From an optimization exercise on the open Yosys and OpenROAD flow, aimed at small area, a short achievable clock period and few clock cycles; shortcuts taken in it are not production practice.
At most, simulation tests tie the RTL to the original design; equivalence was not proved.
Only the layout flow was run in runs 2, 6 and 7; the RTL was not checked for function there.
Power figures rest on the tool's default switching activity, not on a simulated workload.

<file path="config.mk">
export PLATFORM = sky130hd
export DESIGN_NAME = somagic_video_core
export DESIGN_NICKNAME = somagic_video_core
export VERILOG_FILES = /design/flow/design.v
export SDC_FILE = /design/flow/constraint.sdc
export NUM_CORES = 4
export LEC_CHECK = 0
export CAP_MARGIN = 20
export CORE_MARGIN = 2
export CORE_UTILIZATION = 40
export CTS_BUF_LIST = sky130_fd_sc_hd__clkbuf_8
export SLEW_MARGIN = 20
</file>
<file path="constraint.sdc">
create_clock -name core_clock -period 10.5 [get_ports {clk}]
set_input_delay 2.1000 -clock core_clock [delete_from_list [all_inputs] [get_ports {clk}]]
set_output_delay 2.1000 -clock core_clock [all_outputs]
set_load 0.01 [all_outputs]
</file>
<file path="design.v">
module somagic_video_core (
    input  wire        clk,
    input  wire        rst,           
    input  wire [11:0] cfg_bpl,       
    input  wire [9:0]  cfg_lpf,       
    input  wire        in_valid,
    input  wire [7:0]  in_data,
    output wire        in_ready,
    input  wire        ret_valid,
    input  wire [1:0]  ret_buf,
    output reg         wr_valid,
    output wire [1:0]  wr_buf,
    output reg  [22:0] wr_off,
    output reg  [7:0]  wr_data,
    output reg         done_valid,
    output wire [1:0]  done_buf,
    output reg  [31:0] done_seq,
    output wire [22:0] done_bytes,
    output reg         done_err,
    output wire [2:0]  done_reason
);
    localparam [1:0] S_HUNT = 2'd0, S_SYNC1 = 2'd1, S_SYNC2 = 2'd2, S_TRC = 2'd3;
    reg  [9:0]  blk_pos;
    reg         blk_video;      
    wire is_hdr = (blk_pos[9:2] == 8'd0);
    wire d_ff   = (in_data == 8'hFF);
    wire d_00   = (in_data == 8'h00);
    wire d_aa   = (in_data == 8'hAA);
    wire take   = in_valid && !bk2;
    wire [9:0] blk_pos_inc = blk_pos + 10'd1;
    wire vb     = take && !is_hdr && blk_video;
    reg  [1:0]  sync_state;
    reg         bk1, bk2;       
    reg  [7:0]  bk_d;
    reg         rdy;            
    reg         ev_pix, ev_trc;
    reg  [7:0]  ev_d;
    assign in_ready = rdy;
    wire h_pix  = vb && sync_state == S_HUNT  && !d_ff;           
    wire s1_f   = vb && sync_state == S_SYNC1 && !d_00;           
    wire s2_f   = vb && sync_state == S_SYNC2 && !d_00;           
    wire trc    = vb && sync_state == S_TRC   && !d_00;
    wire fail   = s1_f || s2_f;
    always @(posedge clk) begin
        if (rst) begin
            blk_pos    <= 10'd0;
            sync_state <= S_HUNT;
            bk1        <= 1'b0;
            bk2        <= 1'b0;
            rdy        <= 1'b1;
            ev_pix     <= 1'b0;
            ev_trc     <= 1'b0;
        end else begin
            if (take) blk_pos <= blk_pos_inc;
            if (vb) begin
                case (sync_state)
                    S_HUNT:  if (d_ff) sync_state <= S_SYNC1;
                    S_SYNC1: sync_state <= d_00 ? S_SYNC2 : S_HUNT;
                    S_SYNC2: sync_state <= d_00 ? S_TRC : S_HUNT;
                    default: sync_state <= S_HUNT;
                endcase
            end
            ev_pix <= bk1 || bk2 || h_pix || fail;
            ev_trc <= trc;
            bk2    <= s2_f;
            rdy    <= !s2_f;
            bk1    <= bk2 || (bk1 ? h_pix : s1_f);
        end
        if (take && blk_pos[9:2] == 8'd0)
            blk_video <= (blk_pos[1] ? d_00 : d_aa) && (blk_pos[1:0] == 2'd0 || blk_video);
        ev_d <= bk2 ? 8'h00 : (bk1 ? bk_d : (sync_state[0] ^ sync_state[1] ? 8'hFF : in_data));
        if (!bk2) bk_d <= in_data;
    end
    reg         in_blank;
    reg         cur_valid;
    reg  [1:0]  cur_buf;
    reg         on_second;
    reg  [11:0] col_left;       
    reg  [9:0]  lines_left;     
    reg  [9:0]  alc_left;       
    reg         jump;           
    reg  [22:0] bytes_written;
    reg         done_short;
    reg         acq_d;          
    reg  [1:0]  avail_q [0:3];
    reg  [2:0]  av_rd, av_wr;
    wire        av_empty = (av_rd == av_wr);
    wire sav   = ev_trc && !ev_d[4];
    wire eav   = ev_trc &&  ev_d[4];
    wire sav_f = ev_d[6];
    wire sav_v = ev_d[5];
    wire full        = (lines_left == 10'd0);
    wire eol         = (col_left == 12'd1);
    wire alc_short   = (alc_left != 10'd0);
    wire live        = ev_pix && !in_blank && cur_valid;
    wire pix_write   = live && !full;
    wire pix_ovf     = live && full;
    wire f2_sav      = sav && cur_valid && sav_f && !on_second;
    wire short_field = f2_sav && alc_short;
    wire field_two   = f2_sav && !alc_short;
    wire frame_done  = sav && cur_valid && !sav_f && on_second;
    wire finalize    = short_field || frame_done || pix_ovf;
    wire acquire     = sav && !sav_f && !sav_v && (!cur_valid || frame_done) && !av_empty;
    wire fstart      = acquire || field_two;
    assign wr_buf      = cur_buf;
    assign done_buf    = cur_buf;
    assign done_bytes  = bytes_written;
    assign done_reason = {done_err, 1'b0, done_short};
    wire [22:0] off_next = wr_off + (jump ? {11'd0, col_left} : 23'd0) + 23'd1;
    always @(posedge clk) begin
        if (rst) begin
            in_blank   <= 1'b1;
            cur_valid  <= 1'b0;
            wr_valid   <= 1'b0;
            done_valid <= 1'b0;
            done_seq   <= 32'd0;
            avail_q[0] <= 2'd0;
            avail_q[1] <= 2'd1;
            avail_q[2] <= 2'd2;
            avail_q[3] <= 2'd3;
            av_rd      <= 3'd0;
            av_wr      <= 3'd4;
        end else begin
            wr_valid   <= pix_write;
            done_valid <= finalize;
            done_seq   <= done_seq + {31'd0, done_valid};
            if (eav) in_blank <= 1'b1;
            if (sav) in_blank <= sav_v;
            if (finalize) cur_valid <= 1'b0;
            if (acquire) cur_valid <= 1'b1;
            if (acq_d) av_rd <= av_rd + 3'd1;
            if (ret_valid) begin
                avail_q[av_wr[1:0]] <= ret_buf;
                av_wr <= av_wr + 3'd1;
            end
        end
        wr_data    <= ev_d;
        acq_d      <= acquire;
        done_err   <= short_field || pix_ovf;
        done_short <= short_field;
        if (acq_d) cur_buf <= avail_q[av_rd[1:0]];
        if (acquire) on_second <= 1'b0;
        else if (field_two) on_second <= 1'b1;
        if (pix_write)
            bytes_written <= (done_valid || !cur_valid) ? 23'd1 : bytes_written + 23'd1;
        else if (done_valid || !cur_valid)
            bytes_written <= 23'd0;
        if (fstart) begin
            col_left   <= cfg_bpl;
            lines_left <= cfg_lpf;
            alc_left   <= cfg_lpf;
            jump       <= field_two;
            wr_off     <= 23'h7FFFFF;
        end else begin
            if (pix_write) begin
                wr_off <= off_next;
                jump   <= eol;
                if (eol) begin
                    col_left   <= cfg_bpl;
                    lines_left <= lines_left - 10'd1;
                end else begin
                    col_left <= col_left - 12'd1;
                end
            end
            if (eav && cur_valid && !in_blank && alc_short) begin
                alc_left  <= alc_left - 10'd1;
            end
        end
    end
endmodule
</file>
<file path="flow/run.sh">
#!/bin/bash
export BUFFER_PORTS_ARGS="-buffer_cell sky130_fd_sc_hd__buf_1"
export SETUP_SLACK_MARGIN=7.3
bash standard.sh > standard.log 2>&1
</file>
<file path="standard.sh">
#!/bin/bash
# synth_recipe.tcl (not shown) runs the flow's synth.tcl, then flattens the netlist and writes it again
# the make line also repeats each setting of config.mk as NAME=value (left out here)
make -C /OpenROAD-flow-scripts/flow DESIGN_CONFIG=/design/flow/config.mk WORK_HOME=/design/flow/orfs CLKGATE_MAP_FILE= SYNTH_SCRIPT=/design/flow/synth_recipe.tcl "${@:-finish}"
</file>
==> results of run 1 <==
-- state kept, by name, indices dropped and copies added, names as in the netlist, 2 cells and up --
signal and cells:
blk_pos 10, done_seq 32, wr_data 8, avail_q 8, ev_d 8, col_left 12
bytes_written 23, lines_left 10, sync_state 2, alc_left 10, av_wr 3, bk_d 8
wr_off 23, cur_buf 2, av_rd 3
-- through the flow --
step,setup WS (ps),instance area [sq um],total power [mW],instances
detailed placement,6740,9310,0.770,1240
CTS,7300,9760,1.23,1280
global placement,6740,9310,0.769,1240
finish,7350,9890,1.22,1289
floorplan,7300,8630,0.757,866
global route,7280,9890,1.27,1289
-- final cells by class --
class,count,area (sq um),area share [%]
Sequential cell,177,4320,43.7
Multi-Input combinational cell,634,4110,41.6
Timing Repair Buffer,151,661,6.68
Tap cell,275,344,3.48
Clock buffer,17,234,2.36
Clock inverter,15,145,1.47
Inverter,20,75.1,0.759
-- worst register-to-register path, cell delays in order, from the launching register on --
cell and delay [ps]:
edfxtp_1 400, inv_1 70, ha_1 170, or3b_4 400
nand4bb_1 250, or2_0 400, and2_1 320, buf_4 300
a21oi_4 220, buf_12 140
-- synth_stat cells (20+ instances only) --
cell	number
a21oi_1	43
nor3_1	21
inv_1	20
xnor2_1	31
o21ai_0	26
nand3_1	35
edfxtp_1	75
ha_1	28
nor2_1	126
xor2_1	66
nand2_1	69
nand4_1	20
dfxtp_1	102
-- per-layer routing --
metal / vias up / share of wire (%)
li1: 3306 / -
met5: - / 0
met1: 2939 / 48
met3: 12 / 4.1
met4: 0 / 0.85
met2: 114 / 47
-- where the power goes --
group	total (mW)	switching, mW	internal [mW]
registers	0.724	0.00453	0.720
logic	0.0285	0.0172	0.0113
clock network	0.463	0.267	0.197
total	1.22	0.289	0.928
-- final timing paths --
check                                  from                       to  cells past startpoint
max          bytes_written[0]$_SDFFCE_PN0P_            done_bytes[0]                      1
min                      ev_d[0]$_SDFF_PP0_       wr_data[0]$_DFF_P_                      0
max reg2reg           alc_left[0]$_DFFE_PP_  lines_left[6]$_DFFE_PP_                      9
min reg2reg              ev_d[0]$_SDFF_PP0_       wr_data[0]$_DFF_P_                      0
-- what timing repair did --
item                       in CTS  in global routing
setup buffers                   8                  9
gates resized for setup         6                 25
setup endpoints to repair      23                 69
gates cloned                    0                  0
hold buffers                    0                  0
-- cell families after synthesis --
| kind of cell | share of synthesized area (%) |
|---|---|
| adder cells (fa/ha/maj) | 4.30 |
| AND/OR/NAND/NOR | 22.1 |
| buffers and inverters | 3.01 |
| AO/OA/AOI/OAI | 8.04 |
| XOR/XNOR | 9.87 |
| other | 0.0436 |
| multiplexers | 2.70 |
| flip-flops | 49.9 |
-- layout by cell type (no fill, tap or decap), types with 4 or more instances in the layout --
| master | Yosys | routed |
|---|---|---|
| nor2_1 | 126 | 126 |
| buf_1 | 1 | 126 |
| dfxtp_1 | 102 | 83 |
| edfxtp_1 | 75 | 75 |
| nand2_1 | 69 | 67 |
| xor2_1 | 66 | 66 |
| a21oi_1 | 43 | 42 |
| nand3_1 | 35 | 35 |
| xnor2_1 | 31 | 31 |
| ha_1 | 28 | 28 |
| o21ai_0 | 26 | 26 |
| inv_1 | 20 | 21 |
| nor3_1 | 21 | 20 |
| nand4_1 | 20 | 20 |
| and3_1 | 19 | 19 |
| buf_4 | 7 | 19 |
| dfxtp_2 | 0 | 18 |
| clkbuf_8 | 0 | 17 |
| and2_1 | 16 | 16 |
| or3_1 | 15 | 15 |
| nor2b_1 | 12 | 11 |
| o211ai_1 | 10 | 10 |
| mux2_4 | 9 | 9 |
| and4_1 | 7 | 7 |
| inv_6 | 0 | 7 |
| nand2b_1 | 6 | 6 |
| nand3b_1 | 5 | 5 |
| a31oi_1 | 5 | 5 |
| clkbuf_2 | 0 | 5 |
| o31ai_1 | 5 | 4 |
| nor4_1 | 6 | 4 |
| a21o_1 | 4 | 4 |
==> run summary, run 1 <==
largest net degree at the start of global routing=69; period utilization=a little under a third; startpoint types=flop; Clock Path Buffers=2; Pre-antenna DRT Iters=4; routed vias=6371; WS Path Type=flop to primary output; number of vias per cell=between 4 and 5; fill count=~2000; Worst-Margin Slew=~800 ps; Achievable Freq=about 320 MHz; sequential fraction of the synthesis area=49.9%; R2R Setup Slk=between 7000 and 8000 ps; Tmin final=3150 ps; I/O Buffers=about 130; post-route ant nets=0; Placeable Area=between 0.02 and 0.025 sq mm; Worst-Skew Late Latency=roughly 450 ps; Die ar.=around 0.023 sq mm; CP max-delay cell=edfxtp_1; WP data required=8400 ps; number of synthesized flops with an enable pin=75; worst IR drop on VDD=0.0934 mV; root buffer cell=clkbuf_8; Area contributors post-synth=edfxtp_1 26%, dfxtp_1 24%, xor2_1 6.7%; Worst setup EP type=primary output; WL per Instance=approximately 14 um; synthesized flop and latch total=around 180; hold slack=around 330 ps; H-Tree Depth=4; DP HPWL=between 10 and 15 mm; worst hold path class=flop to flop; top_reg_cell synth=dfxtp_1; met3 Use GR=under 10%; Lkg Pwr=3.73 nW; Remaining Overflow, GRT=0; Initial Util=around two fifths; grt peak-use layer=met2; Util after Layout=a little under half; slowest stage delay, CP=between 400 and 500 ps; M1 GR Usage=21.3%; Post-Syn Nets=931; Pwr Density=~120 mW/mm^2; Post-Synthesis Cells=866; Critical Path, Cell by Cell=buf_1; DR DRC count=0; Critical Path Fanout Max=4; die height=151 um; Mapped Avg Cell Area=~9.9 sq um; Post-synth ARST share=0%; Total GRT Usage=between 10% and 20%; CTS tree=yes; Layout area overhead=14.9%; grt met2 use=25.9%; RSZ-0062 raised after global routing=true; synth unique cells=66; fraction of layout cells with a size suffix above 1=a little over a tenth; Setup violations, final=0; maxcap violations=0; first-pass GRT wire length=between 20 and 30 mm; fin. max-slew vios=0; clock transition at the registers of the reported paths=roughly 90 ps; vias in the first global route=5912; Die X=about 150 um; ANT cells=0; CP Data Arrival Time=roughly 1100 ps; CP delay by family, top=flip-flops; drt initial violations=236; GPL Wtd Cong=slightly below 0.8; Net count, final=around 1100; final setup skew=about 19 ps; Num CTS Buffers=17; IO Count=around 130; Fin Setup TNS=0 ps; Worst Path Buf+Inv=1; final hold viol count=0; Rows=53; CTS Sinks=177; Synth area leader=edfxtp_1; initial antenna violation count=0; post-synthesis cell area=0.00861 sq mm; top cell type's share of synthesized area=between 20% and 30%; Detailed Route WL=17.8 mm; Slew HR=a little under half; outcome=finished clean; Ys Warns=1
Testbench counts, summed over its fixed seeds: cycles 1,179,648.
==> run 2, diff against run 1 <==
--- a/design.v
+++ b/design.v
@@ -80,4 +80,7 @@
     reg  [9:0]  alc_left;       
     reg         jump;           
+    reg         full;           
+    reg         eol;            
+    reg         alc_short;      
     reg  [22:0] bytes_written;
     reg         done_short;
@@ -90,7 +93,4 @@
     wire sav_f = ev_d[6];
     wire sav_v = ev_d[5];
-    wire full        = (lines_left == 10'd0);
-    wire eol         = (col_left == 12'd1);
-    wire alc_short   = (alc_left != 10'd0);
     wire live        = ev_pix && !in_blank && cur_valid;
     wire pix_write   = live && !full;
@@ -107,5 +107,7 @@
     assign done_bytes  = bytes_written;
     assign done_reason = {done_err, 1'b0, done_short};
-    wire [22:0] off_next = wr_off + (jump ? {11'd0, col_left} : 23'd0) + 23'd1;
+    wire [12:0] off_lo   = {1'b0, wr_off[11:0]} + (jump ? {1'b0, cfg_bpl} : 13'd0) + 13'd1;
+    wire [10:0] off_hi1  = wr_off[22:12] + 11'd1;
+    wire [22:0] off_next = {off_lo[12] ? off_hi1 : wr_off[22:12], off_lo[11:0]};
     always @(posedge clk) begin
         if (rst) begin
@@ -152,4 +154,7 @@
             jump       <= field_two;
             wr_off     <= 23'h7FFFFF;
+            full       <= 1'b0;       
+            eol        <= 1'b0;       
+            alc_short  <= 1'b1;
         end else begin
             if (pix_write) begin
@@ -159,10 +164,14 @@
                     col_left   <= cfg_bpl;
                     lines_left <= lines_left - 10'd1;
+                    full       <= (lines_left == 10'd1);
+                    eol        <= 1'b0;
                 end else begin
                     col_left <= col_left - 12'd1;
+                    eol      <= (col_left == 12'd2);
                 end
             end
             if (eav && cur_valid && !in_blank && alc_short) begin
                 alc_left  <= alc_left - 10'd1;
+                alc_short <= (alc_left != 10'd1);
             end
         end
==> flow/run.sh (replaced) <==
#!/bin/bash
export BUFFER_PORTS_ARGS="-buffer_cell sky130_fd_sc_hd__buf_1"
export SETUP_SLACK_MARGIN=7.2
bash standard.sh > standard.log 2>&1
==> run 2 against run 1 <==
Net effect:
- worst hold slack improved by 3.5 ps
- die area up 0.89%
- via count increased by 4.5%
- sequential power rose by 2%
- non-clock buffer count down 4
- clock skew is 4.2 ps higher
- first-iteration DRC count is 14% higher
- sequential share of layout area shrank 0.57 points
- global-route usage up 0.80 points
- final cell count increased by 2.2%
- largest cell class unchanged
==> run summary, run 2 <==
outcome=finished clean; final setup skew=between 20 and 25 ps; biggest regs=done_seq x32, bytes_written x23, wr_off x23; maxcap violations=0; WHS Path Cells=0; Layout area overhead=16.4%; worst reg2reg path endpoint=bytes_written[10]$_SDFFCE_PP0P_; CP max-delay cell=ha_1; top cell type's share of synthesized area=roughly 26%; Ys Warns=1; worst IR drop on VDD=approximately 0.073 mV; total chip power=roughly 1.3 mW; most common cell after layout, fill and taps aside=buf_1; Detailed Route WL=18.6 mm; slowest stage delay, CP=400 ps; Post-synth ARST share=0%; Critical Path Fanout Max=6; period utilization=between 30% and 40%; drt initial violations=269; Rows=53; fraction of layout cells with a size suffix above 1=approximately 10%; final setup margin=between 6000 and 7000 ps; IO Count=133; Critical Path, Cell by Cell=buf_1, and2_1, ha_1, a211oi_2, o211ai_1, buf_4, buf_4, nand3_4, a21oi_1, xnor2_1, nand2_1; Remaining Overflow, GRT=0; Worst Hold End=wr_data[1]$_DFF_P_; number of synthesized flops with an enable pin=between 70 and 80; startpoint types=input port; Pre-antenna DRT Iters=4; post-synthesis cell area=0.00869 sq mm; Die X=around 150 um; FF-to-FF path depth=4; RSZ-0062 raised after global routing=true; Initial Util=about two fifths; Placeable Area=between 0.02 and 0.025 sq mm; hold_buf cts=0; GPL Wtd Cong=0.786; synth unique cells=63; Area contributors post-synth=edfxtp_1 26%, dfxtp_1 24%, nor2_1 5.5%; vias in the first global route=~6200; largest net degree at the start of global routing=~70; worst hold path class=flop to flop; first-pass GRT wire length=between 30 and 40 mm; die height=around 150 um; ANT cells=0; Net count, final=about 1100; Pwr Density=between 100 and 150 mW/mm^2; WP data required=approximately 11000 ps; Worst-Margin Slew=1050 ps; R2R Path Start=cur_valid$_SDFFE_PP0P_; Setup violations, final=0; Worst setup EP type=flop; H-Tree Depth=4; hold_sp=ev_d[1]$_SDFF_PP0_; Util after Layout=47.8%; CTS Sinks=180; synthesized flop and latch total=180; R2R Setup Slk=about 7800 ps; DR DRC count=0; count leader, synth=nor2_1; Tmin final=3550 ps; routed vias=between 6000 and 7000; Total GRT Usage=between 15 and 20%; Num CTS Buffers=17; Slew HR=about 29%; setup slack at placement=roughly 6300 ps; CTS tree=yes; top_reg_cell synth=dfxtp_1; root buffer cell=clkbuf_8; Lkg Pwr=3.66 nW; post-route ant nets=0; Post-Synthesis Cells=900; I/O Buffers=131; Die ar.=approximately 0.023 sq mm; Most common cell on crit path=buf_4; Achievable Freq=roughly 280 MHz; sequential fraction of the synthesis area=between 50% and 60%; clock transition at the registers of the reported paths=100 ps; commonest cells in the netlist=128 x nor2_1, 105 x dfxtp_1, 81 x nand2_1; register bank with the most flops=done_seq; WS Path Type=input port to flop; Mapped Avg Cell Area=a little under 10 sq um; DP HPWL=roughly 13 mm; number of vias per cell=about 5.1; commonest non-fill, non-tap cells in the layout=129 x buf_1, 127 x nor2_1, 102 x dfxtp_1; initial antenna violation count=0; Worst-Skew Late Latency=~460 ps; Clock Path Buffers=2; fin. max-slew vios=0; Synth area leader=edfxtp_1; CP Data Arrival Time=3880 ps; final hold viol count=0; Worst Setup SP=cfg_bpl[2]; Post-Syn Nets=968; max reg flops=32; WL per Instance=between 10 and 15 um; Fin Setup TNS=0 ps
run 2: cell count changes in the layout (fill, tap and decap cells not counted), sizes merged, moves of 5 or more:
cell,change
xnor2,+13
nor3,-8
a21oi,+28
nor4,+7
mux2,-10
nand2,+12
xor2,-19
o21a,+5
run 2: per-layer routing:
| layer | vias up | GRT usage, % | routed length [um] |
|---|---|---|---|
| li1 | 3432 | - | - |
| met1 | 3088 | 21.9 | 8910 |
| met2 | 121 | 27.4 | 8780 |
| met3 | 16 | 3.37 | 683 |
| met4 | 0 | 4.53 | 243 |
| met5 | - | 0 | 0 |
run 2: how the worst max path moves through the flow:
stage	endpoint	slack, ps	cells past startpoint
after CTS	wr_off[20]$_SDFFE_PP1P_	6960	12
after detailed placement	wr_off[15]$_SDFFE_PP1P_	6310	11
after global placement	wr_off[15]$_SDFFE_PP1P_	6330	11
final	wr_off[17]$_SDFFE_PP1P_	6950	11
after floorplan	wr_off[19]$_SDFFE_PP1P_	6810	10
after global routing	wr_off[20]$_SDFFE_PP1P_	6870	9
run 2: cell type report:
type | instances | area [sq um]
inverters | 24 | 90.1
fillers | 2042 | 11000
well taps | 275 | 344
clock buffers | 17 | 234
repair buffers | 147 | 624
flip-flops and latches | 180 | 4360
multi-input cells | 660 | 4280
clock inverters | 15 | 181
run 2: worst max-delay path: cells and delay by family:
kind	cells	cell delay, ps
buf+inv	3	370
fa+ha+maj	1	400
simple gates	3	330
compound gates	3	540
xor+xnor	1	130
run 2: repair_timing:
action,CTS,global route
endpoints found under the hold margin,0,0
pin swaps,12,20
resized for setup,11,18
endpoints found under the setup margin,18,23
buffers inserted,3,9
run 2: logic make-up after synthesis:
kind of cell | share of synthesized area (%)
mux | 1.08
other cells | 0.0432
flops | 50.1
compound gates | 9.13
buf+inv | 3.26
xor+xnor | 9.18
fa+ha+maj | 4.70
simple gates | 22.5
run 2: where the power goes:
part | switching, mW | internal [mW] | total (mW) | leakage, nW
logic | 0.0326 | 0.0251 | 0.0576 | 1.82
registers | 0.00479 | 0.732 | 0.736 | 1.63
clock network | 0.287 | 0.204 | 0.490 | 0.212
total | 0.324 | 0.961 | 1.28 | 3.66
run 2: metrics by stage:
stage | cell area (sq um) | instances | hold slack, ps
floorplan | 8810 | 900 | 310
global placement | 9480 | 1274 | 315
detailed placement | 9480 | 1274 | 314
CTS | 9960 | 1309 | 341
global route | 10100 | 1318 | 350
finish | 10100 | 1318 | 338
==> run 3, diff against run 2 <==
--- a/design.v
+++ b/design.v
@@ -27,25 +27,27 @@
     wire d_00   = (in_data == 8'h00);
     wire d_aa   = (in_data == 8'hAA);
-    wire take   = in_valid && !bk2;
+    wire take   = in_valid && rdy;
     wire [9:0] blk_pos_inc = blk_pos + 10'd1;
     wire vb     = take && !is_hdr && blk_video;
     reg  [1:0]  sync_state;
-    reg         bk1, bk2;       
-    reg  [7:0]  bk_d;
+    reg         inj_ff;         
+    reg         inj_00;         
     reg         rdy;            
     reg         ev_pix, ev_trc;
     reg  [7:0]  ev_d;
     assign in_ready = rdy;
-    wire h_pix  = vb && sync_state == S_HUNT  && !d_ff;           
-    wire s1_f   = vb && sync_state == S_SYNC1 && !d_00;           
-    wire s2_f   = vb && sync_state == S_SYNC2 && !d_00;           
+    wire hold   = inj_ff || inj_00;
+    wire h_pix  = vb && sync_state == S_HUNT  && !d_ff;
+    wire s1_f   = vb && sync_state == S_SYNC1 && !d_00;
+    wire s2_f   = vb && sync_state == S_SYNC2 && !d_00;
     wire trc    = vb && sync_state == S_TRC   && !d_00;
     wire fail   = s1_f || s2_f;
+    wire inj_00_n = s2_f || (inj_00 && inj_ff);
     always @(posedge clk) begin
         if (rst) begin
             blk_pos    <= 10'd0;
             sync_state <= S_HUNT;
-            bk1        <= 1'b0;
-            bk2        <= 1'b0;
+            inj_ff     <= 1'b0;
+            inj_00     <= 1'b0;
             rdy        <= 1'b1;
             ev_pix     <= 1'b0;
@@ -61,14 +63,13 @@
                 endcase
             end
-            ev_pix <= bk1 || bk2 || h_pix || fail;
+            if (!hold) ev_pix <= h_pix || fail;
             ev_trc <= trc;
-            bk2    <= s2_f;
-            rdy    <= !s2_f;
-            bk1    <= bk2 || (bk1 ? h_pix : s1_f);
+            inj_ff <= fail;
+            inj_00 <= inj_00_n;
+            rdy    <= !(fail || inj_00_n);
         end
         if (take && blk_pos[9:2] == 8'd0)
             blk_video <= (blk_pos[1] ? d_00 : d_aa) && (blk_pos[1:0] == 2'd0 || blk_video);
-        ev_d <= bk2 ? 8'h00 : (bk1 ? bk_d : (sync_state[0] ^ sync_state[1] ? 8'hFF : in_data));
-        if (!bk2) bk_d <= in_data;
+        if (!hold) ev_d <= in_data;
     end
     reg         in_blank;
@@ -80,7 +81,4 @@
     reg  [9:0]  alc_left;       
     reg         jump;           
-    reg         full;           
-    reg         eol;            
-    reg         alc_short;      
     reg  [22:0] bytes_written;
     reg         done_short;
@@ -89,9 +87,13 @@
     reg  [2:0]  av_rd, av_wr;
     wire        av_empty = (av_rd == av_wr);
-    wire sav   = ev_trc && !ev_d[4];
+    wire sav   = ev_trc && !ev_d[4];      
     wire eav   = ev_trc &&  ev_d[4];
     wire sav_f = ev_d[6];
     wire sav_v = ev_d[5];
-    wire live        = ev_pix && !in_blank && cur_valid;
+    wire full        = (lines_left == 10'd0);
+    wire eol         = (col_left == 12'd1);
+    wire alc_short   = (alc_left != 10'd0);
+    wire a_pix       = ev_pix || hold;      
+    wire live        = a_pix && !in_blank && cur_valid;
     wire pix_write   = live && !full;
     wire pix_ovf     = live && full;
@@ -107,7 +109,5 @@
     assign done_bytes  = bytes_written;
     assign done_reason = {done_err, 1'b0, done_short};
-    wire [12:0] off_lo   = {1'b0, wr_off[11:0]} + (jump ? {1'b0, cfg_bpl} : 13'd0) + 13'd1;
-    wire [10:0] off_hi1  = wr_off[22:12] + 11'd1;
-    wire [22:0] off_next = {off_lo[12] ? off_hi1 : wr_off[22:12], off_lo[11:0]};
+    wire [22:0] off_next = wr_off + (jump ? {11'd0, col_left} : 23'd0) + 23'd1;
     always @(posedge clk) begin
         if (rst) begin
@@ -137,5 +137,5 @@
             end
         end
-        wr_data    <= ev_d;
+        wr_data    <= inj_ff ? 8'hFF : (inj_00 ? 8'h00 : ev_d);
         acq_d      <= acquire;
         done_err   <= short_field || pix_ovf;
@@ -154,7 +154,4 @@
             jump       <= field_two;
             wr_off     <= 23'h7FFFFF;
-            full       <= 1'b0;       
-            eol        <= 1'b0;       
-            alc_short  <= 1'b1;
         end else begin
             if (pix_write) begin
@@ -164,14 +161,10 @@
                     col_left   <= cfg_bpl;
                     lines_left <= lines_left - 10'd1;
-                    full       <= (lines_left == 10'd1);
-                    eol        <= 1'b0;
                 end else begin
                     col_left <= col_left - 12'd1;
-                    eol      <= (col_left == 12'd2);
                 end
             end
             if (eav && cur_valid && !in_blank && alc_short) begin
                 alc_left  <= alc_left - 10'd1;
-                alc_short <= (alc_left != 10'd1);
             end
         end
==> flow/run.sh (replaced) <==
#!/bin/bash
export BUFFER_PORTS_ARGS="-buffer_cell sky130_fd_sc_hd__buf_1"
export SETUP_SLACK_MARGIN=7.3
bash standard.sh > standard.log 2>&1
==> run 3 against run 2 <==
Net effect:
- critical path depth shrank 10
- non-clock buffer count is 7 higher
- register-to-register slack worse by 380 ps
- sequential power decreased by 6.0%
- clock skew down 3.7 ps
- count of clock-buffer cells in the layout stayed put
- sequential share of layout area down 0.34 points
- global-route usage decreased by 0.36 points
- worst hold slack better by 120 ps
- combinational power shrank 55%
- first-iteration DRC count fell by 6.7%
- utilization fell by 1.0 points
==> run summary, run 3 <==
outcome=finished clean; final hold viol count=0; area of the multi-input gates=~0.0040 sq mm; cell area after placement=roughly 0.009 sq mm; Ys Warns=1; GPL Wtd Cong=around 0.80; Worst Path Buf+Inv=1; commonest non-fill, non-tap cells in the layout=123 x buf_1, 90 x nor2_1, 75 x edfxtp_1; vias in the first global route=around 6000; WS Path Type=flop to primary output; Util after Layout=approximately 47%; Num CTS Buffers=17; Placeable Area=~0.021 sq mm; worst IR drop on VDD=between 0.08 and 0.09 mV; register bank with the most flops=done_seq; Cell Int Power=between 0.9 and 1 mW; final setup margin=about 7300 ps; sequential fraction of the synthesis area=about half; hold_buf cts=0; Remaining Overflow, GRT=0; CP delay by family, top=flip-flops; R2R Setup Slk=about 7500 ps; register area=~0.0042 sq mm; Pre-antenna DRT Iters=6; fill count=2042; placed instance count=1218; fraction of layout cells with a size suffix above 1=a little under an eighth; R2R Path Start=alc_left[0]$_DFFE_PP_; Area contributors post-synth=edfxtp_1 27%, dfxtp_1 22%, xor2_1 5.9%; largest net degree at the start of global routing=70; Synth area leader=edfxtp_1; root buffer cell=clkbuf_8; maxcap violations=0; DP HPWL=12.8 mm; RSZ-0062 raised after global routing=true; IO Count=between 100 and 150; drt initial violations=around 250; CTS tree=yes; Worst Hold End=wr_data[7]$_SDFF_PP1_; Gate power share=2.1%; Critical Path, Cell by Cell=buf_1; initial antenna violation count=3; number of synthesized flops with an enable pin=between 70 and 80; Worst-Margin Slew=between 900 and 1000 ps; max reg flops=32; Critical Path Fanout Max=4; commonest cells in the netlist=94 x dfxtp_1, 90 x nor2_1, 75 x edfxtp_1, 75 x nand2_1, 57 x xor2_1; synthesized flop and latch total=between 150 and 200; hold slack=approximately 460 ps; total chip power=~1.2 mW; Post-synth ARST share=0%; switch share=23.0%; post-synthesis cell area=between 0.008 and 0.009 sq mm; FF-to-FF path depth=8; Layout area overhead=15.7%; top cell type's share of synthesized area=roughly 27%; Die X=~150 um; Cell Count, Final, Fillers Out=between 1000 and 1500; CP Data Arrival Time=between 1000 and 1500 ps; clock transition at the registers of the reported paths=approximately 100 ps; slowest stage delay, CP=460 ps; startpoint types=flop; CTS Sinks=between 150 and 200; WL per Instance=roughly 14 um; post-route ant nets=0; Lkg Pwr=about 3.6 nW; Achievable Freq=~310 MHz; first-pass GRT wire length=28.7 mm; setup slack at placement=around 6900 ps; Rows=53; number of vias per cell=a little over 5; Seq pwr share=between 50 and 60%; Net count, final=around 1000; Fin Setup TNS=0 ps; Finished Cell Area=between 0.009 and 0.01 sq mm; Post-Synthesis Cells=approximately 840; Worst setup EP type=primary output; Total GRT Usage=16.2%; synth unique cells=63; routed vias=6419; Slew HR=about a third; worst hold path class=flop to flop; fin. max-slew vios=0; die height=149 um; DR DRC count=0; Pwr Density=125 mW/mm^2; clock power share=41.2%; WHS Path Cells=1; I/O Buffers=between 100 and 150; Tmin final=around 3200 ps; Worst Setup SP=bytes_written[20]$_SDFFCE_PP0P_; Initial Util=40.4%; CP max-delay cell=edfxtp_1; worst reg2reg path endpoint=alc_left[0]$_DFFE_PP_; Detailed Route WL=roughly 18 mm; Clock Path Buffers=2; H-Tree Depth=4; WP data required=~8400 ps; hold_sp=ev_d[7]$_DFFE_PN_; sw power=between 0.2 and 0.3 mW; Worst-Skew Late Latency=approximately 470 ps; count leader, synth=dfxtp_1; final setup skew=19.1 ps; Mapped Avg Cell Area=between 10 and 15 sq um; period utilization=30.3%; Setup violations, final=0; top_reg_cell synth=dfxtp_1; Post-Syn Nets=901; Die ar.=about 0.022 sq mm; most common cell after layout, fill and taps aside=buf_1; biggest regs=done_seq x32, bytes_written x23, wr_off x23
## run 3: kinds of logic after synthesis
kind of cell	after synthesis	share of synthesized area, %
adders and majority gates	24	3.66
buffers and inverters	54	3.30
AOI/OAI and AO/OA	131	9.28
xor gates and xnor gates	92	9.58
and+or+nand+nor	354	22.2
muxes	16	2.77
other	1	0.0446
DFF	169	49.1
## run 3: power by group through the flow
stage	registers (mW)	logic, mW	clock network [mW]
after floorplan	0.707	0.0149	0
after global placement	0.708	0.0264	0
after detailed placement	0.708	0.0267	0
after CTS	0.693	0.0267	0.519
after global routing	0.694	0.0299	0.545
final	0.692	0.0262	0.503
## run 3: worst reg2reg max path: stages (launching register included)
cell      delay (ps)
edfxtp_1         400
inv_1             70
ha_1             180
or3b_4           400
or3_4            350
or4_4            540
and2_4           380
o21ai_2          220
buf_4            210
## run 3: worst max path at each step
stage | to | cells past startpoint
after global placement | lines_left[7]$_DFFE_PP_ | 8
after CTS | done_bytes[20] | 1
after floorplan | avail_q[2][1]$_SDFFCE_PN1P_ | 4
final | done_bytes[20] | 1
after detailed placement | lines_left[8]$_DFFE_PP_ | 8
after global routing | done_bytes[20] | 1
## run 3: cell type report
type                       instances  share of cell area [%]
clock inverter                    15                    1.99
sequential                       169                    42.8
multi-input combinational        618                    41.4
timing repair buffer             154                    7.05
clock buffer                      17                    2.40
inverter                          22                   0.848
tap                              275                    3.53
antenna                            1                  0.0257
## run 3: routing by layer
layer  share of wire, %  up-vias  GRT usage (%)
met5               0.15        -              0
li1                   -     3268              -
met2                 47      113           26.8
met4                1.6        4           5.43
met1                 47     3013           20.5
met3                4.6       21           4.22
## run 3: timing repair
action                     4_1_cts  5_1_grt
setup endpoints to repair       57       54
buffers inserted                15        5
pin swaps                        0        1
gates resized for setup         16       20
Testbench counts of run 3, summed over its fixed seeds: cycles 1,179,870.
==> run 4, diff against run 3 <==
==> flow/run.sh (replaced) <==
#!/bin/bash
export BUFFER_PORTS_ARGS="-buffer_cell sky130_fd_sc_hd__buf_1"
export SETUP_SLACK_MARGIN=7.2
bash standard.sh > standard.log 2>&1
==> run 4 against run 3 <==
Net effect:
- sequential power hardly changed
- critical path depth unchanged
- routed wire length fell by 1.3%
- sequential share of layout area increased by 0.54 points
- still clean
- flip-flop and latch count is the same
- clock skew about the same
- final area shrank 1.9%
- final cell count shrank 1.5%
- clock power about the same
- synthesized cell count unchanged
- register-to-register slack got worse by 20 ps
- critical path type unchanged
==> run summary, run 4 <==
Slew HR=around 34%; setup slack at placement=between 6000 and 7000 ps; I/O Buffers=131; number of synthesized flops with an enable pin=75; register bank with the most flops=done_seq; post-synthesis cell area=roughly 0.0084 sq mm; top_reg_cell synth=dfxtp_1; Util after Layout=a little under half; outcome=finished clean; Net count, final=1023; worst IR drop on VDD=between 0.08 and 0.09 mV; sequential fraction of the synthesis area=between 40% and 50%; synth unique cells=63; Worst-Skew Late Latency=approximately 460 ps; most common cell after layout, fill and taps aside=buf_1; Synth area leader=edfxtp_1; max reg flops=32; Critical Path Fanout Max=6; largest net degree at the start of global routing=70; Fin Setup TNS=0 ps; CTS tree=yes; Num CTS Buffers=17; WL per Instance=approximately 14 um; vias in the first global route=5898; commonest non-fill, non-tap cells in the layout=130 x buf_1, 93 x dfxtp_1, 90 x nor2_1; Total GRT Usage=approximately 16%; Mapped Avg Cell Area=between 10 and 15 sq um; worst hold path class=flop to flop; Area contributors post-synth=edfxtp_1 27%, dfxtp_1 22%, xor2_1 5.9%; startpoint types=flop; Finished Cell Area=~0.0096 sq mm; Worst-Margin Slew=~1000 ps; Initial Util=roughly two fifths; Post-synth ARST share=0%; CTS Sinks=approximately 170; Gate power share=roughly 2.1%; H-Tree Depth=4; cell area after placement=0.00908 sq mm; routed vias=around 6300; final hold viol count=0; commonest cells in the netlist=94 x dfxtp_1, 90 x nor2_1, 75 x edfxtp_1, 75 x nand2_1, 57 x xor2_1; Pre-antenna DRT Iters=6; Die ar.=between 0.02 and 0.025 sq mm; final setup margin=7280 ps; die height=approximately 150 um; switch share=around 23%; fraction of layout cells with a size suffix above 1=around 7.5%; Rows=53; period utilization=between 30% and 40%; number of vias per cell=5.06; post-route ant nets=0; DP HPWL=~13 mm; initial antenna violation count=3; slowest stage delay, CP=490 ps; DR DRC count=0; Worst setup EP type=primary output; Pwr Density=~130 mW/mm^2; CP delay by family, top=flip-flops; sw power=~0.28 mW; Layout area overhead=13.5%; Worst Path Buf+Inv=1; Remaining Overflow, GRT=0; Die X=roughly 150 um; count leader, synth=dfxtp_1; clock transition at the registers of the reported paths=approximately 100 ps; Setup violations, final=0; GPL Wtd Cong=about 0.80; top cell type's share of synthesized area=26.8%; drt initial violations=between 200 and 250; IO Count=133; Cell Int Power=roughly 0.94 mW; maxcap violations=0; Achievable Freq=310 MHz; final setup skew=around 19 ps; Clock Path Buffers=2; RSZ-0062 raised after global routing=false; synthesized flop and latch total=169; WP data required=around 8400 ps; WS Path Type=flop to primary output; biggest regs=done_seq x32, bytes_written x23, wr_off x23; first-pass GRT wire length=28.5 mm; fin. max-slew vios=0; CP max-delay cell=edfxtp_1; Ys Warns=1; Lkg Pwr=3.45 nW; Placeable Area=approximately 0.021 sq mm; Critical Path, Cell by Cell=buf_1; CP Data Arrival Time=1120 ps; Post-Synthesis Cells=~840; Seq pwr share=a little under three fifths; placed instance count=around 1200; Detailed Route WL=~18 mm; Cell Count, Final, Fillers Out=1252; clock power share=about two fifths; Tmin final=3220 ps; Post-Syn Nets=around 900; root buffer cell=clkbuf_8
run 4: cell types whose count changed in the layout (fill, tap and decap cells not counted), moves of 6 or more:
cell / before / now
clkbuf_2: 7 / 1
buf_4: 22 / 3
dfxtp_2: 20 / 1
buf_1: 123 / 130
dfxtp_1: 73 / 93
run 4: cells by family (layout without fill, tap and decap cells):
family,after synthesis,count (layout),share of synthesized area (%)
compound gates,131,131,9.28
fa+ha+maj,24,24,3.66
other cells,1,2,0.0446
flops,169,169,49.1
simple gates,354,354,22.2
buf+inv,54,189,3.30
mux,16,16,2.77
xor+xnor,92,92,9.58
run 4: path summary, 6_finish.rpt:
kind / from / to / slack, ps / cells after the start
setup reg to reg: alc_left[0]$_DFFE_PP_ / lines_left[8]$_DFFE_PP_ / 7440 / 9
hold / removal: ev_d[7]$_DFFE_PN_ / wr_data[7]$_SDFF_PP1_ / 460 / 1
setup / recovery: bytes_written[2]$_SDFFCE_PP0P_ / done_bytes[2] / 7280 / 1
hold reg to reg: ev_d[7]$_DFFE_PN_ / wr_data[7]$_SDFF_PP1_ / 460 / 1
run 4: per-stage QoR:
step | hold slack [ps] | total power [mW]
2_1_floorplan | 424 | 0.722
3_3_place_gp | 436 | 0.734
3_5_place_dp | 435 | 0.735
4_1_cts | 461 | 1.24
5_1_grt | 481 | 1.27
6_report | 457 | 1.22
run 4: layout make-up:
| cell class | instances | area [sq um] |
|---|---|---|
| sequential | 169 | 4140 |
| multi-input combinational | 618 | 4030 |
| tap | 275 | 344 |
| clock inverter | 15 | 194 |
| fill | 2061 | 11300 |
| inverter | 22 | 82.6 |
| timing repair buffer | 135 | 536 |
| antenna | 1 | 2.50 |
| clock buffer | 17 | 234 |
run 4: what timing repair did:
action | CTS | global route
pin swaps | 0 | 0
setup endpoints to repair | 11 | 32
hold buffers | 0 | 0
buffers inserted | 0 | 1
resized for setup | 3 | 4
run 4: layer usage:
layer | global-route usage [%] | vias up | wire, um
li1 | - | 3221 | -
met1 | 20.5 | 2980 | 8260
met2 | 26.4 | 109 | 8350
met3 | 4.22 | 21 | 862
met4 | 5.43 | 4 | 295
met5 | 0 | - | 27
run 4: power by group through the flow:
stage | sequential (mW) | clock (mW) | combinational [mW]
floorplan | 0.707 | 0 | 0.0149
global placement | 0.708 | 0 | 0.0264
detailed placement | 0.708 | 0 | 0.0267
CTS | 0.693 | 0.519 | 0.0267
global route | 0.694 | 0.545 | 0.0300
finish | 0.693 | 0.503 | 0.0262
==> run 5, diff against run 4 <==
--- a/design.v
+++ b/design.v
@@ -75,5 +75,4 @@
     reg         in_blank;
     reg         cur_valid;
-    reg  [1:0]  cur_buf;
     reg         on_second;
     reg  [11:0] col_left;       
@@ -83,8 +82,7 @@
     reg  [22:0] bytes_written;
     reg         done_short;
-    reg         acq_d;          
-    reg  [1:0]  avail_q [0:3];
-    reg  [2:0]  av_rd, av_wr;
-    wire        av_empty = (av_rd == av_wr);
+    reg  [1:0]  q0, q1, q2, q3;
+    reg  [2:0]  av_cnt;         
+    wire        av_ok = cur_valid ? (av_cnt[2] || av_cnt[1]) : (av_cnt != 3'd0);
     wire sav   = ev_trc && !ev_d[4];      
     wire eav   = ev_trc &&  ev_d[4];
@@ -103,8 +101,8 @@
     wire frame_done  = sav && cur_valid && !sav_f && on_second;
     wire finalize    = short_field || frame_done || pix_ovf;
-    wire acquire     = sav && !sav_f && !sav_v && (!cur_valid || frame_done) && !av_empty;
+    wire acquire     = sav && !sav_f && !sav_v && (!cur_valid || frame_done) && av_ok;
     wire fstart      = acquire || field_two;
-    assign wr_buf      = cur_buf;
-    assign done_buf    = cur_buf;
+    assign wr_buf      = q0;
+    assign done_buf    = q0;
     assign done_bytes  = bytes_written;
     assign done_reason = {done_err, 1'b0, done_short};
@@ -117,10 +115,9 @@
             done_valid <= 1'b0;
             done_seq   <= 32'd0;
-            avail_q[0] <= 2'd0;
-            avail_q[1] <= 2'd1;
-            avail_q[2] <= 2'd2;
-            avail_q[3] <= 2'd3;
-            av_rd      <= 3'd0;
-            av_wr      <= 3'd4;
+            q0         <= 2'd0;
+            q1         <= 2'd1;
+            q2         <= 2'd2;
+            q3         <= 2'd3;
+            av_cnt     <= 3'd4;
         end else begin
             wr_valid   <= pix_write;
@@ -131,15 +128,22 @@
             if (finalize) cur_valid <= 1'b0;
             if (acquire) cur_valid <= 1'b1;
-            if (acq_d) av_rd <= av_rd + 3'd1;
+            if (done_valid) begin
+                q0 <= q1;
+                q1 <= q2;
+                q2 <= q3;
+            end
             if (ret_valid) begin
-                avail_q[av_wr[1:0]] <= ret_buf;
-                av_wr <= av_wr + 3'd1;
+                case (av_cnt[1:0] - {1'b0, done_valid})
+                    2'd0: q0 <= ret_buf;
+                    2'd1: q1 <= ret_buf;
+                    2'd2: q2 <= ret_buf;
+                    default: q3 <= ret_buf;
+                endcase
             end
+            av_cnt <= av_cnt + {2'd0, ret_valid} - {2'd0, done_valid};
         end
         wr_data    <= inj_ff ? 8'hFF : (inj_00 ? 8'h00 : ev_d);
-        acq_d      <= acquire;
         done_err   <= short_field || pix_ovf;
         done_short <= short_field;
-        if (acq_d) cur_buf <= avail_q[av_rd[1:0]];
         if (acquire) on_second <= 1'b0;
         else if (field_two) on_second <= 1'b1;
==> run 5 against run 4 <==
Net effect:
- still clean
- worst hold slack lost 5.6 ps
- area after synthesis shrank 4.9%
- total power shrank 4.7%
- setup slack gained 11 ps
- combinational power grew 23%
- clock skew grew 3.2 ps
- largest cell class unchanged
==> run summary, run 5 <==
Setup violations, final=0; synthesized flop and latch total=163; worst hold path class=flop to flop; largest net degree at the start of global routing=65; Synth area leader=dfxtp_1; Ys Warns=1; H-Tree Depth=4; WL per Instance=between 10 and 15 um; synth unique cells=58; Simple-Gate Fraction of Synth Area=22.0%; period utilization=30.6%; grt peak-use layer=met2; register area=0.00392 sq mm; Worst Path Buf+Inv=1; met3 Use GR=under 10%; Layout area overhead=14.1%; area of the multi-input gates=approximately 0.0038 sq mm; count leader, synth=nor2_1; RSZ-0062 raised after global routing=false; sequential fraction of the synthesis area=48.9%; Num CTS Buffers=17; WS Path Type=flop to primary output; WP data required=~8400 ps; worst IR drop on VDD=between 0.07 and 0.08 mV; number of vias per cell=between 4 and 5; Die X=between 100 and 150 um; routed vias=just over 6000; Initial Util=roughly 41%; Mapped Avg Cell Area=~9.5 sq um; Total GRT Usage=16.2%; post-route ant nets=0; Rows=a little over 50; number of synthesized flops with an enable pin=65; DR DRC count=0; Post-Synth Adder-Cell Area=~4.4%; top cell type's share of synthesized area=24.5%; first-pass GRT wire length=28.2 mm; Achievable Freq=roughly 310 MHz; biggest regs=done_seq x32, bytes_written x23, wr_off x23; Post-Syn Nets=approximately 900; ANT cells=0; fill count=approximately 1900; commonest cells in the netlist=106 x nor2_1, 98 x dfxtp_1, 87 x nand2_1; Pre-antenna DRT Iters=4; Cell Count, Final, Fillers Out=~1200; total chip power=around 1.2 mW; placed instance count=around 1200; commonest non-fill, non-tap cells in the layout=129 x buf_1, 106 x nor2_1, 97 x dfxtp_1; M1 GR Usage=21.9%; vias in the first global route=between 5000 and 6000; Net count, final=around 1000; maxcap violations=0; mux contribution to synthesized area=just over 1%; Clock Path Buffers=2; final setup skew=22.2 ps; complex-gate fraction of the synthesized area=under 10%; Die ar.=about 0.021 sq mm; root buffer cell=clkbuf_8; grt met2 use=roughly a quarter; CTS Sinks=163; Detailed Route WL=between 15 and 20 mm; slowest stage delay, CP=slightly below 500 ps; post-synthesis cell area=about 0.008 sq mm; Post-synth ARST share=0%; Critical Path Fanout Max=6; Placeable Area=slightly below 0.02 sq mm; max reg flops=32; initial antenna violation count=0; die height=about 150 um; Tmin final=around 3200 ps; Lkg Pwr=roughly 3.2 nW; Fin Setup TNS=0 ps; top_reg_cell synth=dfxtp_1; CP delay by family, top=flip-flops; cell area after placement=a little under 0.009 sq mm; Slew HR=~43%; IO Count=between 100 and 150; Pwr Density=128 mW/mm^2; Remaining Overflow, GRT=0; CP Data Arrival Time=roughly 1100 ps; Post-Synthesis Cells=840; register bank with the most flops=done_seq; startpoint types=flop; Synth Area in XOR/XNOR=about a tenth; GPL Wtd Cong=~0.80; DP HPWL=12.2 mm; Worst-Margin Slew=858 ps; Worst-Skew Late Latency=450 ps; outcome=finished clean; Worst setup EP type=primary output; Setup Fix Bufs, Post-CTS=0; Critical Path, Cell by Cell=buf_1; Area contributors post-synth=dfxtp_1 25%, edfxtp_1 24%, xnor2_1 5.8%; largest family of logic cells by synthesized area=simple AND/OR/NAND/NOR gates; drt initial violations=~220; I/O Buffers=approximately 130; fin. max-slew vios=0; CTS tree=yes; final hold viol count=0; most common cell after layout, fill and taps aside=buf_1; Finished Cell Area=between 0.009 and 0.01 sq mm; fraction of layout cells with a size suffix above 1=about 5.6%; CP max-delay cell=edfxtp_1; clock transition at the registers of the reported paths=~100 ps
run 5: cell count changes in the layout (fill, tap and decap cells not counted), sizes merged, moves of 7 or more:
cell	delta
xor2	-13
and4	-11
and3	-10
mux2	-10
edfxtp	-10
xnor2	+18
nand2	+11
inv	+9
a21oi	-8
nor2	+7
run 5: per-layer routing:
metal,part of all wire (%),up-vias
li1,-,3180
met1,48,2774
met2,46,118
met3,5.5,6
met4,0.67,0
met5,0,-
run 5: metrics by stage:
| step | utilization, % | setup slack, ps | hold WS (ps) |
|---|---|---|---|
| floorplan | - | 7100 | 424 |
| global placement | 44.6 | 6950 | 431 |
| detailed placement | 44.6 | 6910 | 434 |
| CTS | 46.7 | 7160 | 451 |
| global route | 46.7 | 7220 | 469 |
| finish | 46.7 | 7290 | 451 |
run 5: cells by family after synthesis:
group           after synthesis
other cells                   1
fa+ha+maj                    27
mux                           8
compound gates              126
simple gates                357
buf+inv                      61
flops                       163
xor+xnor                     97
run 5: power breakdown:
part / internal, mW / switching (mW)
Combinational: 0.0137 / 0.0185
Sequential: 0.660 / 0.00498
Clock: 0.218 / 0.250
run 5: final cells by class:
class | count | share of cell area, %
Tap cell | 265 | 3.63
Inverter | 32 | 1.32
Sequential cell | 163 | 42.9
Clock buffer | 17 | 2.56
Clock inverter | 15 | 1.86
Multi-Input combinational cell | 616 | 42.0
Timing Repair Buffer | 135 | 5.74
run 5: worst paths after layout:
check | depth (start not counted) | start | slack (ps) | endpoint
min | 1 | ev_d[7]$_DFFE_PN_ | 450 | wr_data[7]$_SDFF_PP1_
min reg2reg | 1 | ev_d[7]$_DFFE_PN_ | 450 | wr_data[7]$_SDFF_PP1_
max reg2reg | 4 | lines_left[4]$_DFFE_PP_ | 7430 | col_left[1]$_DFFE_PP_
max | 1 | bytes_written[6]$_SDFFCE_PP0P_ | 7290 | done_bytes[6]
run 5: what timing repair did:
| action | 4_1_cts | 5_1_grt |
|---|---|---|
| hold buffers | 0 | 0 |
| cloned | 0 | 0 |
| gates resized for setup | 2 | 3 |
| setup endpoints to repair | 24 | 23 |
Testbench counts of run 5, summed over its fixed seeds: cycles 1,179,870.
==> run 6, diff against run 5 <==
--- a/design.v
+++ b/design.v
@@ -148,8 +148,5 @@
         if (acquire) on_second <= 1'b0;
         else if (field_two) on_second <= 1'b1;
-        if (pix_write)
-            bytes_written <= (done_valid || !cur_valid) ? 23'd1 : bytes_written + 23'd1;
-        else if (done_valid || !cur_valid)
-            bytes_written <= 23'd0;
+        bytes_written <= ((done_valid || !cur_valid) ? 23'd0 : bytes_written) + {22'd0, pix_write};
         if (fstart) begin
             col_left   <= cfg_bpl;
@@ -162,14 +159,9 @@
                 wr_off <= off_next;
                 jump   <= eol;
-                if (eol) begin
-                    col_left   <= cfg_bpl;
-                    lines_left <= lines_left - 10'd1;
-                end else begin
-                    col_left <= col_left - 12'd1;
-                end
             end
-            if (eav && cur_valid && !in_blank && alc_short) begin
-                alc_left  <= alc_left - 10'd1;
-            end
+            if (pix_write && eol) col_left <= cfg_bpl;
+            else col_left <= col_left - {11'd0, pix_write};
+            lines_left <= lines_left - {9'd0, pix_write && eol};
+            alc_left   <= alc_left - {9'd0, eav && cur_valid && !in_blank && alc_short};
         end
     end
==> run 6 against run 5 <==
Net effect:
- maximum frequency decreased by 0.14%
- die area is 2.5% lower
- utilization down 0.28 points
- area after synthesis down 2.6%
- total power decreased by 0.15%
- critical endpoint is now done_valid
==> run summary, run 6 <==
Post-Syn Nets=922; top_reg_cell synth=dfxtp_1; root buffer cell=clkbuf_8; CP Data Arrival Time=approximately 1100 ps; IO Count=~130; commonest non-fill, non-tap cells in the layout=150 x dfxtp_1, 130 x buf_1, 101 x nor2_1; fill count=1932; sequential fraction of the synthesis area=between 40% and 50%; Post-synth ARST share=0%; maxcap violations=0; final hold viol count=0; routed vias=between 6000 and 7000; Post-Synthesis Cells=around 860; Cell Count, Final, Fillers Out=between 1000 and 1500; worst IR drop on VDD=between 0.07 and 0.08 mV; Area contributors post-synth=dfxtp_1 39%, xnor2_1 5.8%, nor2_1 4.9%; Clock Path Buffers=2; drt initial violations=~230; Worst setup EP type=primary output; commonest cells in the netlist=153 x dfxtp_1, 101 x nor2_1, 62 x nand2_1; Setup violations, final=0; most common cell after layout, fill and taps aside=dfxtp_1; period utilization=between 30% and 40%; worst hold path class=flop to flop; Rows=slightly above 50; Lkg Pwr=roughly 3.3 nW; Slew HR=approximately 43%; register bank with the most flops=done_seq; Pre-antenna DRT Iters=4; Placeable Area=0.0193 sq mm; sw power=between 0.2 and 0.3 mW; biggest regs=done_seq x32, bytes_written x23, wr_off x23; count leader, synth=dfxtp_1; Initial Util=40.4%; fraction of layout cells with a size suffix above 1=6.86%; total chip power=1.16 mW; switch share=about 26%; Finished Cell Area=between 0.008 and 0.009 sq mm; ANT cells=0; H-Tree Depth=4; setup slack at placement=between 6000 and 7000 ps; clock power share=between 30% and 40%; final setup margin=7280 ps; Net count, final=approximately 1000; WP data required=8400 ps; number of synthesized flops with an enable pin=10; slowest stage delay, CP=around 470 ps; Pwr Density=130 mW/mm^2; Seq pwr share=55.6%; Util after Layout=46.5%; fin. max-slew vios=0; final setup skew=between 10 and 15 ps; Detailed Route WL=about 17 mm; DP HPWL=around 13 mm; Ys Warns=1; Achievable Freq=311 MHz; Num CTS Buffers=17; hold slack=469 ps; Worst Path Buf+Inv=1; initial antenna violation count=0; outcome=finished clean; Die ar.=between 0.02 and 0.025 sq mm; CTS tree=yes; max reg flops=32; die height=around 140 um; post-route ant nets=0; cell area after placement=0.00852 sq mm; vias in the first global route=about 5700; Worst-Skew Late Latency=~460 ps; CTS Sinks=approximately 160; Die X=144 um; placed instance count=1222; Remaining Overflow, GRT=0; Gate power share=around 4.8%; first-pass GRT wire length=28.0 mm; clock transition at the registers of the reported paths=100 ps; I/O Buffers=131; WS Path Type=flop to primary output; synth unique cells=between 60 and 70; Cell Int Power=~0.86 mW; Critical Path Fanout Max=14; GPL Wtd Cong=0.798; Layout area overhead=14.9%; post-synthesis cell area=0.00779 sq mm; number of vias per cell=between 4 and 5; Worst-Margin Slew=roughly 860 ps; Mapped Avg Cell Area=about 9.1 sq um; largest net degree at the start of global routing=65; DR DRC count=0; Synth area leader=dfxtp_1; startpoint types=flop; RSZ-0062 raised after global routing=false; CP delay by family, top=flip-flops; top cell type's share of synthesized area=between 30% and 40%; Fin Setup TNS=0 ps; CP max-delay cell=dfxtp_4; WL per Instance=about 14 um; Tmin final=about 3200 ps; Critical Path, Cell by Cell=buf_1; synthesized flop and latch total=~160; Total GRT Usage=between 10% and 20%; hold_buf cts=0
-- run 6: cell types whose count changed after synthesis, sizes merged, moves of 8 or more --
cell / change
a21oi: -13
dfxtp: +55
edfxtp: -55
and2: +9
xor2: -8
mux2: +10
nor4: +11
nand4: +8
o21ai: -13
nand2: -25
-- run 6: power groups by stage --
stage / sequential (mW) / clock, mW / combinational (mW)
floorplan: 0.660 / 0 / 0.0398
global placement: 0.662 / 0 / 0.0554
detailed placement: 0.662 / 0 / 0.0561
CTS: 0.648 / 0.477 / 0.0566
global route: 0.649 / 0.503 / 0.0635
finish: 0.647 / 0.460 / 0.0561
-- run 6: repair_timing --
| action | in CTS | in global routing |
|---|---|---|
| resized for setup | 3 | 4 |
| buffers inserted | 0 | 2 |
| endpoints found under the hold margin | 0 | 0 |
| endpoints found under the setup margin | 3 | 5 |
| pin swaps | 0 | 1 |
-- run 6: kinds of logic (layout without fill, tap and decap cells) --
group           Yosys count  in the layout  share of synthesized area (%)
compound gates          122            122                           10.4
xor+xnor                 88             88                           9.89
fa+ha+maj                30             30                           5.01
buf+inv                  65            200                           3.66
flops                   163            163                           43.1
mux                      24             24                           3.64
other cells               1              1                         0.0481
simple gates            363            363                           24.2
-- run 6: path summary, 6_finish.rpt --
| kind | cells after the start | slack (ps) | startpoint | to |
|---|---|---|---|---|
| min | 1 | 470 | ev_d[7]$_DFFE_PN_ | wr_data[7]$_SDFF_PP1_ |
| min reg2reg | 1 | 470 | ev_d[7]$_DFFE_PN_ | wr_data[7]$_SDFF_PP1_ |
| max | 1 | 7280 | done_valid$_SDFF_PP0_ | done_valid |
| max reg2reg | 11 | 7490 | lines_left[7]$_DFF_P_ | bytes_written[13]$_DFF_P_ |
-- run 6: area by class of cell --
cell class / instances / area, sq um / area share [%]
multi-input combinational: 628 / 4210 / 47.0
sequential: 163 / 3370 / 37.6
timing repair buffer: 136 / 531 / 5.93
tap: 265 / 332 / 3.70
clock buffer: 18 / 248 / 2.77
clock inverter: 14 / 146 / 1.63
inverter: 32 / 120 / 1.34
-- run 6: metal layers --
metal | global-route usage [%] | routed length (um)
met3 | 4.03 | 678
met1 | 23.6 | 8900
met2 | 26.2 | 7680
met4 | 5.06 | 176
met5 | 0 | 0
==> run 7, diff against run 6 <==
--- a/design.v
+++ b/design.v
@@ -156,8 +156,6 @@
             wr_off     <= 23'h7FFFFF;
         end else begin
-            if (pix_write) begin
-                wr_off <= off_next;
-                jump   <= eol;
-            end
+            wr_off <= wr_off + {11'd0, col_left & {12{jump && pix_write}}} + {22'd0, pix_write};
+            if (pix_write) jump <= eol;
             if (pix_write && eol) col_left <= cfg_bpl;
             else col_left <= col_left - {11'd0, pix_write};
==> run 7 against run 6 <==
Net effect:
- still clean on timing, DRC and antenna
- synthesized cell count shrank 1.1%
- setup slack improved by 18 ps
- area after synthesis is 1.3% lower
- worst hold slack gained 2.4 ps
- via count shrank 1.1%
- combinational power is 33% lower
- final cell count is 3.2% lower
- register-to-register slack worse by 110 ps
- clock skew grew 4.0 ps
- total power shrank 4.0%
- largest power group unchanged
- highest routed layer is now met5
==> run summary, run 7 <==
outcome=finished clean; Pre-antenna DRT Iters=4; Cell Count, Final, Fillers Out=~1200; Finished Cell Area=about 0.009 sq mm; Synth Area in XOR/XNOR=between 9 and 10%; drt initial violations=about 220; Post-Synthesis Cells=~850; M1 GR Usage=roughly 22%; worst IR drop on VDD=between 0.08 and 0.09 mV; final setup skew=approximately 16 ps; largest net degree at the start of global routing=66; Die X=143 um; Post-Synth Adder-Cell Area=around 5.2%; biggest regs=done_seq x32, bytes_written x23, wr_off x23; grt peak-use layer=met2; Worst Hold End=wr_data[1]$_SDFF_PP1_; Initial Util=between 40% and 50%; WP data required=8400 ps; Pwr Density=around 130 mW/mm^2; complex-gate fraction of the synthesized area=9.14%; Slew HR=47.0%; root buffer cell=clkbuf_8; Net count, final=between 1000 and 1500; met3 Use GR=under 10%; largest family of logic cells by synthesized area=simple AND/OR/NAND/NOR gates; ANT cells=0; CTS tree=yes; CTS Sinks=around 160; synthesized flop and latch total=between 150 and 200; register bank with the most flops=done_seq; slowest stage delay, CP=about 470 ps; WL per Instance=13.7 um; hold_sp=ev_d[1]$_DFFE_PN_; Tmin final=between 3000 and 4000 ps; initial antenna violation count=1; synth unique cells=59; final hold viol count=0; routed vias=~6200; Layout area overhead=15.4%; final setup margin=about 7300 ps; Lkg Pwr=approximately 3.4 nW; Simple-Gate Fraction of Synth Area=around a quarter; R2R Setup Slk=7380 ps; CP Data Arrival Time=between 1000 and 1500 ps; first-pass GRT wire length=27.7 mm; maxcap violations=0; CP delay by family, top=flip-flops; WHS Path Cells=1; total chip power=1.12 mW; Worst-Margin Slew=between 700 and 800 ps; clock transition at the registers of the reported paths=90 ps; Detailed Route WL=~17 mm; startpoint types=flop; placed instance count=around 1200; Remaining Overflow, GRT=0; Placeable Area=approximately 0.019 sq mm; Achievable Freq=312 MHz; count leader, synth=dfxtp_1; post-route ant nets=0; vias in the first global route=5849; IO Count=around 130; WS Path Type=flop to primary output; hold_buf cts=0; Setup violations, final=0; sequential fraction of the synthesis area=~44%; commonest cells in the netlist=153 x dfxtp_1, 108 x nor2_1, 54 x nand2_1; Critical Path, Cell by Cell=buf_1; Worst Path Buf+Inv=1; H-Tree Depth=4; Ys Warns=1; most common cell after layout, fill and taps aside=dfxtp_1; setup slack at placement=around 7000 ps; worst hold path class=flop to flop; I/O Buffers=131; Area contributors post-synth=dfxtp_1 40%, nor2_1 5.3%, xnor2_1 5.2%; commonest non-fill, non-tap cells in the layout=149 x dfxtp_1, 130 x buf_1, 105 x nor2_1; Num CTS Buffers=17; Worst setup EP type=primary output; die height=143 um; CP max-delay cell=dfxtp_1; FF-to-FF path depth=12; fin. max-slew vios=0; Fin Setup TNS=0 ps; RSZ-0062 raised after global routing=true; Util after Layout=~47%; Post-synth ARST share=0%; Critical Path Fanout Max=7; grt met2 use=27.9%; Worst-Skew Late Latency=approximately 450 ps; Post-Syn Nets=just over 900; Mapped Avg Cell Area=slightly above 9 sq um; max reg flops=32; Clock Path Buffers=2; Rows=50; number of synthesized flops with an enable pin=10; mux contribution to synthesized area=between 4 and 5%; Total GRT Usage=~17%; GPL Wtd Cong=0.797; post-synthesis cell area=just under 0.008 sq mm; DR DRC count=0; top_reg_cell synth=dfxtp_1; R2R Path Start=lines_left[3]$_DFF_P_; Die ar.=roughly 0.02 sq mm; fraction of layout cells with a size suffix above 1=between 9 and 10%; period utilization=between 30% and 40%; worst reg2reg path endpoint=wr_off[19]$_SDFF_PP1_; number of vias per cell=5.08; cell area after placement=0.00836 sq mm; hold slack=between 400 and 500 ps; top cell type's share of synthesized area=~40%; DP HPWL=12.0 mm; Synth area leader=dfxtp_1
[run 7: cell count changes after synthesis, sizes merged, moves of 7 or more]
cell,before,now
a21oi,30,46
nand4,25,16
mux2i,13,20
and3,19,12
nand2,62,54
nor2,101,108
[run 7: kinds of logic (layout without fill, tap and decap cells)]
group,Yosys count,count (layout)
XOR/XNOR,86,86
AO/OA/AOI/OAI,114,114
AND/OR/NAND/NOR,358,358
buffers and inverters,64,199
multiplexers,31,31
adder cells (fa/ha/maj),30,30
other,1,1
flip-flops,163,163
[run 7: what timing repair did]
item	4_1_cts	5_1_grt
cloned	0	0
endpoints found under the setup margin	34	28
buffers inserted	2	0
pin swaps	1	2
resized for setup	10	23
[run 7: area by class of cell]
cell class                 count  area [sq um]
inverter                      32           120
sequential                   163          3370
timing repair buffer         135           523
multi-input combinational    620          4200
tap                          234           293
clock inverter                13           116
fill                        1903          9890
clock buffer                  19           262
[run 7: metal layers]
metal / share of wire, % / up-vias
met5: 0.078 / -
met4: 1.2 / 2
met3: 3.7 / 14
met2: 48 / 91
met1: 47 / 2898
li1: - / 3172
[run 7: how the worst max path moves through the flow]
stage / start / to / slack, ps / depth (start not counted)
after floorplan: in_data[6] / sync_state[0]$_SDFFE_PP0P_ / 7170 / 5
after global placement: lines_left[3]$_DFF_P_ / wr_off[19]$_SDFF_PP1_ / 6890 / 11
after detailed placement: lines_left[3]$_DFF_P_ / wr_off[13]$_SDFF_PP1_ / 6810 / 11
after CTS: done_valid$_SDFF_PP0_ / done_valid / 7210 / 1
after global routing: lines_left[3]$_DFF_P_ / wr_off[12]$_SDFF_PP1_ / 7180 / 12
final: done_seq[25]$_SDFF_PP0_ / done_seq[25] / 7300 / 1
[run 7: where the power goes]
group / total [mW] / internal [mW] / leakage, nW / switching [mW]
sequential: 0.642 / 0.634 / 1.35 / 0.00767
clock: 0.437 / 0.185 / 0.197 / 0.252
combinational: 0.0376 / 0.0169 / 1.81 / 0.0207
total: 1.12 / 0.836 / 3.35 / 0.281

==> port drivers added, routing unchanged <==
How much do the figures lean on ideal ports? The routed layouts below were timed once more, with nothing changed but the port constraints. Step 1 sets driving cells, clkbuf_16 on the clock port and buf_2 on the other inputs (assumed; they add their load-dependent delay and slew). Step 2, shift: input delay + t, output delay - t, t = (earliest + latest rising clock arrival at the registers) / 2. This alone moves slack from input paths to output paths. a / b / c = ideal ports / drivers / drivers and shift; a / b = the first two.
| run | t, ns | setup slack, ns | worst slew at a driven data input, ns |
|---|---|---|---|
| run 1 | 0.478 | 7.345 / 7.303 / 6.953 | 0.05 |
| run 2 | 0.487 | 6.951 / 6.963 / 6.476 | 0.05 |
| run 3 | 0.496 | 7.323 / 7.283 / 7.111 | 0.07 |
| run 4 | 0.495 | 7.276 / 7.235 / 7.116 | 0.07 |
| run 5 | 0.480 | 7.286 / 7.249 / 6.914 | 0.06 |
| run 6 | 0.492 | 7.282 / 7.243 / 6.911 | 0.06 |
| run 7 | 0.475 | 7.299 / 7.263 / 6.965 | 0.06 |
After both steps setup and hold are still met in every run listed. For run 2, which loses most, drivers alone change the setup slack by +0.012 ns; drivers and shift together by -0.475 ns.
